This is an optimization exercise on Yosys and OpenROAD, whose aim is small area, not a production implementation. In this exercise RTL edits were held to simulation tests only and were not proved equivalent to the original. Power figures rest on the tool's default switching activity, not on a simulated workload.

==> flow/design.v <==
module xv11_framer (
    input  wire         clk,
    input  wire         rst,           
    input  wire         variant,       
    input  wire         poll,
    input  wire         in_valid,
    input  wire [7:0]   in_byte,
    input  wire         in_fail,
    output wire         busy,
    output reg          done,
    output reg          failed,
    output reg          wr_valid,
    output wire [6:0]   wr_group,
    output reg  [127:0] wr_data,
    output reg  [15:0]  speed_raw,
    output reg  [22:0]  speed_sum,
    output reg  [6:0]   good_packets
);
    localparam [1:0] PH_IDLE   = 2'd0,
                     PH_SEARCH = 2'd1,
                     PH_SPEED  = 2'd2,    
                     PH_FILL   = 2'd3;
    reg  [1:0]  phase;
    reg         legacy;
    reg  [4:0]  cnt;
    reg  [10:0] lfsr;
    reg  [6:0]  grp;
    assign wr_group = {grp[6] ^ (legacy | !grp[5]), grp[5] ^ !legacy, grp[4:0]};
    assign busy = (phase != PH_IDLE);
    wire take_poll = !busy && poll;
    wire take_fail = busy && in_fail;
    wire take_byte = busy && !in_fail && in_valid;
    wire is_fa  = (in_byte == 8'hFA);
    wire is_idx = (in_byte >= 8'hA0) && (in_byte <= 8'hF9);
    wire in_pkt  = cnt[4] || (cnt[3] && cnt[2]);        
    wire pk_tail = (cnt[4:1] == 4'b1111);               
    wire accept  = (cnt == 5'd31);
    wire idx_last = (wr_group == 7'd89);
    wire grp_load = take_byte && (phase == PH_SEARCH ||
                    (phase == PH_FILL && !legacy && cnt == 5'd1));
    wire lg_gend = (cnt[3:0] == 4'd15);
    reg         c8_r;
    wire [16:0] sc;
    wire [15:0] cin = {sc[15:9], c8_r, sc[7:1], 1'b0};
    wire [22:0] sum_next;
    wire [22:16] hi_all;       
    genvar gi;
    generate
        for (gi = 0; gi < 16; gi = gi + 1) begin : g_add
            assign sum_next[gi] = speed_sum[gi] ^ speed_raw[gi] ^ cin[gi];
            assign sc[gi+1] = (speed_sum[gi] & speed_raw[gi]) |
                              (cin[gi] & (speed_sum[gi] ^ speed_raw[gi]));
        end
        for (gi = 16; gi < 23; gi = gi + 1) begin : g_inc
            if (gi == 16) begin : g_first
                assign hi_all[gi] = 1'b1;
            end else begin : g_rest
                assign hi_all[gi] = hi_all[gi-1] & speed_sum[gi-1];
            end
            assign sum_next[gi] = speed_sum[gi] ^ (sc[16] & hi_all[gi]);
        end
    endgenerate
    assign sc[0] = 1'b0;
    always @(posedge clk)
        c8_r <= sc[8];
    reg [7:0] lsync_byte;
    always @(*) begin
        case (cnt[1:0])
            2'd2: lsync_byte = 8'h5A;
            2'd3: lsync_byte = 8'hA5;
            2'd0: lsync_byte = 8'h00;
            default: lsync_byte = 8'hC0;
        endcase
    end
    wire pk_fill = take_byte && phase == PH_FILL && !legacy;
    wire pk_data = pk_fill && in_pkt && !pk_tail && !is_fa;
    wire lg_spd  = take_byte && phase == PH_SPEED;
    wire lg_body = take_byte && phase == PH_FILL && legacy;
    always @(posedge clk) begin
        if (lg_spd || lg_body || pk_data)
            wr_data <= {in_byte, wr_data[127:8]};
        if (lg_spd || pk_data)
            speed_raw <= {wr_data[7:0], speed_raw[15:8]};
    end
    always @(posedge clk)
        wr_valid <= ((lg_spd || lg_body) && lg_gend && (lg_body || cnt[4])) ||
                    (pk_fill && accept && !is_fa);
    always @(posedge clk) begin
        if (rst) begin
            phase  <= PH_IDLE;
            done   <= 1'b0;
            failed <= 1'b0;
        end else if (take_poll) begin
            legacy       <= variant;
            phase        <= PH_SEARCH;
            done         <= 1'b0;
            failed       <= 1'b0;
            cnt          <= variant ? 5'd10 : 5'd0;
            speed_sum    <= 23'd0;
            good_packets <= 7'd0;
        end else if (take_fail) begin
            phase  <= PH_IDLE;
            failed <= 1'b1;
        end else begin
            if (grp_load)
                grp <= in_byte[6:0];
            else if (wr_valid && legacy)
                grp <= grp + 7'd1;
            if (take_byte) begin
                case (phase)
                PH_SEARCH: begin
                    if (legacy) begin
                        if (in_byte == lsync_byte) begin
                            cnt <= cnt + 5'd1;
                            if (cnt[1:0] == 2'd1) begin
                                phase    <= PH_SPEED;
                            end
                        end else begin
                            cnt <= 5'd10;
                        end
                    end else begin
                        if (cnt[0] == 1'b0 && is_fa) begin
                            cnt <= 5'd1;
                        end else if (cnt[0] == 1'b1 && in_byte == 8'hA0) begin
                            cnt      <= 5'd12;
                            lfsr     <= 11'd0;
                            phase    <= PH_FILL;
                        end else begin
                            cnt <= 5'd0;
                        end
                    end
                end
                PH_SPEED: begin
                    cnt <= cnt + 5'd1;
                    if (cnt == 5'd31)
                        phase <= PH_FILL;
                end
                default: begin    
                    if (legacy) begin
                        cnt <= cnt + 5'd1;
                        if (lg_gend && idx_last) begin
                            phase <= PH_IDLE;
                            done  <= 1'b1;
                        end
                    end else begin
                        lfsr <= {lfsr[9:0], !(lfsr[10] ^ lfsr[8])};
                        if (lfsr == 11'h757) begin
                            phase <= PH_IDLE;
                            done  <= 1'b1;
                        end
                        if (cnt == 5'd0) begin
                            if (is_fa) cnt <= 5'd1;
                        end else if (cnt == 5'd1) begin
                            if (is_idx) begin
                                cnt      <= 5'd12;
                            end else if (!is_fa) begin
                                cnt <= 5'd0;
                            end
                        end else if (in_pkt) begin
                            if (is_fa) begin
                                cnt <= 5'd1;
                            end else if (accept) begin
                                speed_sum    <= sum_next;
                                good_packets <= good_packets + 7'd1;
                                cnt          <= idx_last ? 5'd2 : 5'd0;
                            end else begin
                                cnt <= cnt + 5'd1;
                            end
                        end
                    end
                end
                endcase
            end
        end
    end
endmodule
==> flow/config.mk <==
export PLATFORM = sky130hd
export DESIGN_NAME = xv11_framer
export DESIGN_NICKNAME = xv11_framer
export VERILOG_FILES = /design/flow/design.v
export SDC_FILE = /design/flow/constraint.sdc
export NUM_CORES = 4
export LEC_CHECK = 0
export CAP_MARGIN = 20
export CORE_MARGIN = 2
export CORE_UTILIZATION = 60
export SLEW_MARGIN = 20
==> flow/constraint.sdc <==
create_clock -name core_clock -period 7.0 [get_ports {clk}]
set_input_delay 1.4000 -clock core_clock [delete_from_list [all_inputs] [get_ports {clk}]]
set_output_delay 1.4000 -clock core_clock [all_outputs]
set_load 0.01 [all_outputs]
standard.sh (not shown) runs the stock make flow with config.mk's settings and CLKGATE_MAP_FILE= SYNTH_SCRIPT=/design/flow/synth_recipe.tcl, a recipe that flattens the netlist after the stock synthesis.
==> flow/flow/run.sh <==
#!/bin/bash
# The standard layout, with two changes:
#  - every port gets the smallest buffer (buf_1) instead of the default pick;
#  - CTS clusters ~20 sinks per clkbuf_8 leaf and inserts no dummy loads.
export BUFFER_PORTS_ARGS="-buffer_cell sky130_fd_sc_hd__buf_1"
export CTS_ARGS="-sink_clustering_enable -repair_clock_nets -buf_list sky130_fd_sc_hd__clkbuf_8 -dont_use_dummy_load -sink_clustering_size 20 -sink_clustering_max_diameter 60"
bash standard.sh > standard.log 2>&1
The baseline passed the timing, design-rule and antenna checks.
Change:
--- a/flow/design.v
+++ b/flow/design.v
@@ -9,9 +9,9 @@
     output wire         busy,
     output reg          done,
     output reg          failed,
     output reg          wr_valid,
-    output wire [6:0]   wr_group,
+    output reg  [6:0]   wr_group,
     output reg  [127:0] wr_data,
     output reg  [15:0]  speed_raw,
     output reg  [22:0]  speed_sum,
     output reg  [6:0]   good_packets
@@ -23,10 +23,8 @@
     reg  [1:0]  phase;
     reg         legacy;
     reg  [4:0]  cnt;
     reg  [10:0] lfsr;
-    reg  [6:0]  grp;
-    assign wr_group = {grp[6] ^ (legacy | !grp[5]), grp[5] ^ !legacy, grp[4:0]};
     assign busy = (phase != PH_IDLE);
     wire take_poll = !busy && poll;
     wire take_fail = busy && in_fail;
     wire take_byte = busy && !in_fail && in_valid;
@@ -35,35 +33,24 @@
     wire in_pkt  = cnt[4] || (cnt[3] && cnt[2]);        
     wire pk_tail = (cnt[4:1] == 4'b1111);               
     wire accept  = (cnt == 5'd31);
     wire idx_last = (wr_group == 7'd89);
-    wire grp_load = take_byte && (phase == PH_SEARCH ||
-                    (phase == PH_FILL && !legacy && cnt == 5'd1));
     wire lg_gend = (cnt[3:0] == 4'd15);
-    reg         c8_r;
-    wire [16:0] sc;
-    wire [15:0] cin = {sc[15:9], c8_r, sc[7:1], 1'b0};
+    wire [23:0] sc;
     wire [22:0] sum_next;
-    wire [22:16] hi_all;       
+    assign sc[0] = 1'b0;
     genvar gi;
     generate
         for (gi = 0; gi < 16; gi = gi + 1) begin : g_add
-            assign sum_next[gi] = speed_sum[gi] ^ speed_raw[gi] ^ cin[gi];
+            assign sum_next[gi] = speed_sum[gi] ^ speed_raw[gi] ^ sc[gi];
             assign sc[gi+1] = (speed_sum[gi] & speed_raw[gi]) |
-                              (cin[gi] & (speed_sum[gi] ^ speed_raw[gi]));
+                              (sc[gi] & (speed_sum[gi] ^ speed_raw[gi]));
         end
         for (gi = 16; gi < 23; gi = gi + 1) begin : g_inc
-            if (gi == 16) begin : g_first
-                assign hi_all[gi] = 1'b1;
-            end else begin : g_rest
-                assign hi_all[gi] = hi_all[gi-1] & speed_sum[gi-1];
-            end
-            assign sum_next[gi] = speed_sum[gi] ^ (sc[16] & hi_all[gi]);
+            assign sum_next[gi] = speed_sum[gi] ^ sc[gi];
+            assign sc[gi+1] = speed_sum[gi] & sc[gi];
         end
     endgenerate
-    assign sc[0] = 1'b0;
-    always @(posedge clk)
-        c8_r <= sc[8];
     reg [7:0] lsync_byte;
     always @(*) begin
         case (cnt[1:0])
             2'd2: lsync_byte = 8'h5A;
@@ -101,19 +88,18 @@
         end else if (take_fail) begin
             phase  <= PH_IDLE;
             failed <= 1'b1;
         end else begin
-            if (grp_load)
-                grp <= in_byte[6:0];
-            else if (wr_valid && legacy)
-                grp <= grp + 7'd1;
+            if (wr_valid && legacy)
+                wr_group <= wr_group + 7'd1;
             if (take_byte) begin
                 case (phase)
                 PH_SEARCH: begin
                     if (legacy) begin
                         if (in_byte == lsync_byte) begin
                             cnt <= cnt + 5'd1;
                             if (cnt[1:0] == 2'd1) begin
+                                wr_group <= 7'd0;
                                 phase    <= PH_SPEED;
                             end
                         end else begin
                             cnt <= 5'd10;
@@ -122,9 +108,10 @@
                         if (cnt[0] == 1'b0 && is_fa) begin
                             cnt <= 5'd1;
                         end else if (cnt[0] == 1'b1 && in_byte == 8'hA0) begin
                             cnt      <= 5'd12;
-                            lfsr     <= 11'd0;
+                            wr_group <= 7'd0;
+                            lfsr     <= 11'd150;
                             phase    <= PH_FILL;
                         end else begin
                             cnt <= 5'd0;
                         end
@@ -142,18 +129,19 @@
                             phase <= PH_IDLE;
                             done  <= 1'b1;
                         end
                     end else begin
-                        lfsr <= {lfsr[9:0], !(lfsr[10] ^ lfsr[8])};
-                        if (lfsr == 11'h757) begin
+                        lfsr <= {lfsr[9:0], lfsr[10] ^ lfsr[8]};
+                        if (lfsr == 11'h7FF) begin
                             phase <= PH_IDLE;
                             done  <= 1'b1;
                         end
                         if (cnt == 5'd0) begin
                             if (is_fa) cnt <= 5'd1;
                         end else if (cnt == 5'd1) begin
                             if (is_idx) begin
                                 cnt      <= 5'd12;
+                                wr_group <= in_byte[6:0] - 7'h20;
                             end else if (!is_fa) begin
                                 cnt <= 5'd0;
                             end
                         end else if (in_pkt) begin
Now the flow reached the layout checks and failed them: setup timing; design area goes up slightly; wire length barely changes; clock skew goes down by 0.020 ns; area after synthesis stays flat; total power goes up by a few percent; register-to-register slack degrades by 2.8 ns; utilization goes up by 1.3 points; first-iteration DRC count goes down by well over a third; via count goes up slightly; combinational power goes up by well over a third; die area hardly moves; setup slack degrades by 2.8 ns.

-- re-timing with driven ports --
The results above use ideal ports. As a check the final layouts listed here were re-extracted and re-timed, cells and wires unchanged. Step 1, drivers: a clkbuf_16 drives clk and a buf_2 each remaining input, both assumed. Step 2 adds t to the input delays and takes it off the output delays; t is the mean of the earliest and latest rising clock arrival at the registers after step 1. Input paths then give back, and output paths get back, about the clock's delay inside the block. a / b / c = ideal / step 1 / step 2; a / b = the first two.
run	shift t [ns]	slack for setup (ns)	clock arrival spread, ns	worst slew at a driven data input, ns
the first run	0.499	2.588 / 2.588 / 2.588	0.066 / 0.066	0.03
the second run	0.499	-0.252 / -0.252 / -0.252	0.047 / 0.046	0.04
